Source: an optimization exercise on an open RTL-to-GDS flow (aim: small area, a short achievable clock period and few clock cycles). Production flows keep margins and buffers that such runs may drop.
RTL that was checked went through simulation tests only; none was proved equivalent to the original.

willow:
## stuff_codec
module stuff_codec (
    input  wire         clk,
    input  wire         rst,
    input  wire         cfg_mode,         
    input  wire [4:0]   cfg_avoid_len,    
    input  wire [127:0] cfg_avoid,        
    input  wire [13:0]  cfg_crc_poly,
    input  wire [13:0]  cfg_crc_init,
    input  wire         in_valid,
    input  wire [7:0]   in_data,
    input  wire         in_last,
    output reg          in_ready,
    output reg          out_valid,
    output reg  [7:0]   out_data,
    input  wire         out_ready,
    output reg          done,
    output reg          done_err,
    output reg  [15:0]  done_count,
    output reg  [13:0]  done_crc
);
==> module stuff_codec, before the edit <==
module stuff_codec (
    input  wire         clk,
    input  wire         rst,
    input  wire         cfg_mode,         
    input  wire [4:0]   cfg_avoid_len,    
    input  wire [127:0] cfg_avoid,        
    input  wire [13:0]  cfg_crc_poly,
    input  wire [13:0]  cfg_crc_init,
    input  wire         in_valid,
    input  wire [7:0]   in_data,
    input  wire         in_last,
    output reg          in_ready,
    output reg          out_valid,
    output reg  [7:0]   out_data,
    input  wire         out_ready,
    output reg          done,
    output reg          done_err,
    output reg  [15:0]  done_count,
    output reg  [13:0]  done_crc
);
    wire       cfg_ok = (cfg_avoid_len >= 5'd2) && (cfg_avoid_len <= 5'd16);
    wire [3:0] nl     = cfg_avoid_len[3:0];
    function [7:1] crc_coef;
        input [13:0] p;
        integer dd, s;
        reg [7:0] c;
        begin
            c = 8'd1;
            for (dd = 1; dd < 8; dd = dd + 1) begin
                c[dd] = 1'b0;
                for (s = 1; s <= dd; s = s + 1)
                    c[dd] = c[dd] ^ (p[14-s] & c[dd-s]);
            end
            crc_coef = c[7:1];
        end
    endfunction
    reg        mode_r;
    reg        ok_r;
    reg  [7:0] esc_r;
    reg  [7:0] init_r;       
    reg  [7:1] coef_r;
    wire       stuff = ~mode_r;
    reg [13:0] d;           
    reg        mm;          
    reg        mm_last;     
    reg        in_first;    
    reg        a_v, a_last, a_drop, a_first, a_esc, a_err;
    reg [7:0]  a_d;
    reg        b_v, b_end;
    reg [7:0]  b_d;
    reg [13:0] crc;
    reg [12:0] cnt;
    reg        err;
    reg [14:0] chain;
    reg        match_now;
    integer j;
    always @(*) begin
        match_now = 1'b0;
        for (j = 0; j < 15; j = j + 1) begin
            chain[j] = (in_data == cfg_avoid[8*j +: 8]) &&
                       (j == 0 ? 1'b1 : d[(j == 0) ? 0 : j-1]);
            if (nl == ((j + 2) & 15)) match_now = match_now | chain[j];
        end
    end
    reg [7:0] esc_byte;
    always @(*) begin
        esc_byte = cfg_avoid[127:120];
        for (j = 1; j < 15; j = j + 1)
            if (nl == j + 1) esc_byte = cfg_avoid[8*j +: 8];
    end
    wire b_go   = (b_v || b_end) && (!b_v || out_ready);
    wire b_free = !b_v || out_ready;
    wire a_go   = a_v && b_free;
    wire a_free = !a_v || b_free;
    wire ins_e  = mm && stuff;           
    always @(*) begin
        in_ready   = a_free && !ins_e;
        out_valid  = b_v;
        out_data   = b_d;
        done       = b_end && (!b_v || out_ready);
        done_err   = err;
        done_count = err ? 16'hFFFF : {3'b000, cnt};
        done_crc   = crc;
    end
    wire in_fire = in_valid && in_ready;
    reg [13:0] base, crc_next;
    reg  [7:0] h, t;
    integer k, q;
    always @(*) begin
        base = a_first ? {init_r, cfg_crc_init[5:0]} : crc;
        h    = base[13:6] ^ a_d;
        for (k = 0; k < 8; k = k + 1) begin
            t[k] = h[k];
            for (q = 1; q < 8; q = q + 1)
                if (k + q < 8) t[k] = t[k] ^ (coef_r[q] & h[k+q]);
        end
        for (k = 0; k < 14; k = k + 1) begin
            crc_next[k] = (k >= 8) ? base[k-8] : 1'b0;
            for (q = 0; q < 8; q = q + 1)
                if (q <= k) crc_next[k] = crc_next[k] ^ (t[q] & cfg_crc_poly[k-q]);
        end
    end
    always @(posedge clk) begin
        mode_r <= cfg_mode;
        ok_r   <= cfg_ok;
        esc_r  <= ~esc_byte;
        init_r <= cfg_crc_init[13:6];
        coef_r <= crc_coef(cfg_crc_poly);
        if (rst) begin
            d        <= 14'd0;
            mm       <= 1'b0;
            mm_last  <= 1'b0;
            in_first <= 1'b1;
            a_v      <= 1'b0;
            b_v      <= 1'b0;
            b_end    <= 1'b0;
        end else begin
            if (a_free) begin
                a_v <= 1'b0;
                if (ins_e) begin
                    a_v     <= 1'b1;
                    a_d     <= esc_r;
                    a_last  <= mm_last;
                    a_drop  <= 1'b0;
                    a_first <= 1'b0;
                    a_esc   <= 1'b1;
                    a_err   <= !ok_r;
                    mm      <= 1'b0;
                    d       <= 14'd0;
                end else if (in_fire) begin
                    a_v      <= 1'b1;
                    a_d      <= in_data;
                    a_last   <= in_last && !(stuff && match_now);
                    a_drop   <= !stuff && mm;
                    a_first  <= in_first;
                    a_esc    <= !stuff && mm;
                    a_err    <= !ok_r ||
                                (!stuff && mm && in_data != esc_r) ||
                                (!stuff && !mm && match_now && in_last);
                    in_first <= in_last;
                    if (mm) begin
                        mm <= 1'b0;
                        d  <= 14'd0;
                    end else begin
                        mm      <= match_now && (stuff || !in_last);
                        mm_last <= in_last;
                        d       <= in_last ? 14'd0 : chain[13:0];
                    end
                end
            end
            if (a_go) begin
                b_v   <= !a_drop;
                b_d   <= a_d;
                b_end <= a_last;
            end else if (b_go) begin
                b_v   <= 1'b0;
                b_end <= 1'b0;
            end
        end
        if (a_go) begin
            crc <= crc_next;
            cnt <= (a_first ? 13'd0 : cnt) + {12'd0, a_esc};
            err <= (a_first ? 1'b0 : err) | a_err;
        end
    end
endmodule
Settings: LEC_CHECK=0, CAP_MARGIN=20, CORE_MARGIN=2, CORE_UTILIZATION=60, SETUP_SLACK_MARGIN=3.2, SLEW_MARGIN=20; clock period 6.5 ns.
standard.sh (not shown) runs the stock make flow with config.mk's settings and CLKGATE_MAP_FILE= SYNTH_SCRIPT=/design/flow/synth_recipe.tcl, a recipe that flattens the netlist after the stock synthesis.
==> flow/flow/run.sh <==
#!/bin/bash
# Layout flow: the standard ORFS flow, with the port buffers made as
# minimum-size buffers (timing repair upsizes those that need it) and the
# clock tree built without dummy balancing loads.
set -euo pipefail
cd "$(dirname "$0")/.."
export BUFFER_PORTS_ARGS="-buffer_cell sky130_fd_sc_hd__buf_1"
export CTS_ARGS="-sink_clustering_enable -repair_clock_nets -dont_use_dummy_load -buf_list {sky130_fd_sc_hd__clkbuf_4 sky130_fd_sc_hd__clkbuf_8}"
bash standard.sh > standard.log 2>&1
Testbench counts of willow, summed over its fixed seeds: cycles 70,425.
Relative to willow, the following input files were edited for zinc:
--- a/flow/design.v
+++ b/flow/design.v
@@ -44,7 +44,8 @@
     reg        mm;          
     reg        mm_last;     
     reg        in_first;    
-    reg        a_v, a_last, a_drop, a_first, a_esc, a_err;
+    reg        a_v, a_last, a_first, a_esc, a_err;
+    wire       a_drop = a_esc && mode_r;
     reg [7:0]  a_d;
     reg        b_v, b_end;
     reg [7:0]  b_d;
@@ -73,6 +74,7 @@
     wire a_go   = a_v && b_free;
     wire a_free = !a_v || b_free;
     wire ins_e  = mm && stuff;           
+    wire mm_e   = mm && !mm_last;        
     always @(*) begin
         in_ready   = a_free && !ins_e;
         out_valid  = b_v;
@@ -115,13 +117,14 @@
             b_v      <= 1'b0;
             b_end    <= 1'b0;
         end else begin
+            if (a_go && a_last && !stuff)
+                mm <= 1'b0;
             if (a_free) begin
                 a_v <= 1'b0;
                 if (ins_e) begin
                     a_v     <= 1'b1;
                     a_d     <= esc_r;
                     a_last  <= mm_last;
-                    a_drop  <= 1'b0;
                     a_first <= 1'b0;
                     a_esc   <= 1'b1;
                     a_err   <= !ok_r;
@@ -130,19 +133,16 @@
                 end else if (in_fire) begin
                     a_v      <= 1'b1;
                     a_d      <= in_data;
-                    a_last   <= in_last && !(stuff && match_now);
-                    a_drop   <= !stuff && mm;
+                    a_last   <= in_last;
                     a_first  <= in_first;
-                    a_esc    <= !stuff && mm;
-                    a_err    <= !ok_r ||
-                                (!stuff && mm && in_data != esc_r) ||
-                                (!stuff && !mm && match_now && in_last);
+                    a_esc    <= !stuff && mm_e;
+                    a_err    <= !ok_r || (!stuff && mm_e && in_data != esc_r);
                     in_first <= in_last;
-                    if (mm) begin
+                    if (mm_e) begin
                         mm <= 1'b0;
                         d  <= 14'd0;
                     end else begin
-                        mm      <= match_now && (stuff || !in_last);
+                        mm      <= match_now;
                         mm_last <= in_last;
                         d       <= in_last ? 14'd0 : chain[13:0];
                     end
@@ -151,7 +151,7 @@
             if (a_go) begin
                 b_v   <= !a_drop;
                 b_d   <= a_d;
-                b_end <= a_last;
+                b_end <= a_last && !ins_e;
             end else if (b_go) begin
                 b_v   <= 1'b0;
                 b_end <= 1'b0;
@@ -160,7 +160,8 @@
         if (a_go) begin
             crc <= crc_next;
             cnt <= (a_first ? 13'd0 : cnt) + {12'd0, a_esc};
-            err <= (a_first ? 1'b0 : err) | a_err;
+            err <= (a_first ? 1'b0 : err) | a_err |
+                   (a_last && !stuff && mm && mm_last);
         end
     end
 endmodule
Fraction of met3 tracks used by global routing (lower): zinc. The worst endpoint data arrival time of zinc exceeds that of willow by 1.50 ns. | part of the Yosys area used for sequential elements | higher: willow |. In terms of vias per cell, zinc and willow differ only marginally. zinc against willow: met1 usage in global routing rose 3.2 points; number of ordinary and repair buffers in the finished layout rose 19; relative area change from synthesis to final layout rose 3.0 points; multiplexer share of the synthesized area fell 0.28 points; number of nets at the end of the flow rose 30. Per the comparison of zinc with willow, design area picked up an extra 2.4%, total length of routed wires picked up an extra about 5.4%, number of DRC violations after detailed-routing iteration 0 lost about 0.8%. Looking only at minimum setup slack in the final design, and setting everything else aside, the lower value of willow and zinc goes to zinc.
For zinc, only the layout was checked, not whether the RTL still works.

what the ideal ports hide:
In the flow no input, the clock included, has a driving cell. The finished layouts below were timed again as built, in two steps. Step 1: set_driving_cell puts a clkbuf_16 on clk and a buf_2 on each other input, an assumption about the parent block. Step 2 adds t to the input delays and takes it off the output delays; t is the mean of the earliest and latest rising clock arrival at the registers after step 1. Input paths then give back, and output paths get back, about the clock's delay inside the block. Slacks: no drivers / after step 1 / after step 2; pairs: no drivers / after step 1.
run | t, ns | setup WS [ns] | worst setup path at the end
willow | 0.397 | 3.297 / 3.277 / 2.934 | input to register
zinc | 0.407 | 3.234 / 3.234 / 2.888 | input to register
After both steps setup and hold are still met in every run listed. For willow, which loses most, drivers alone change the setup slack by -0.020 ns; drivers and shift together by -0.363 ns.
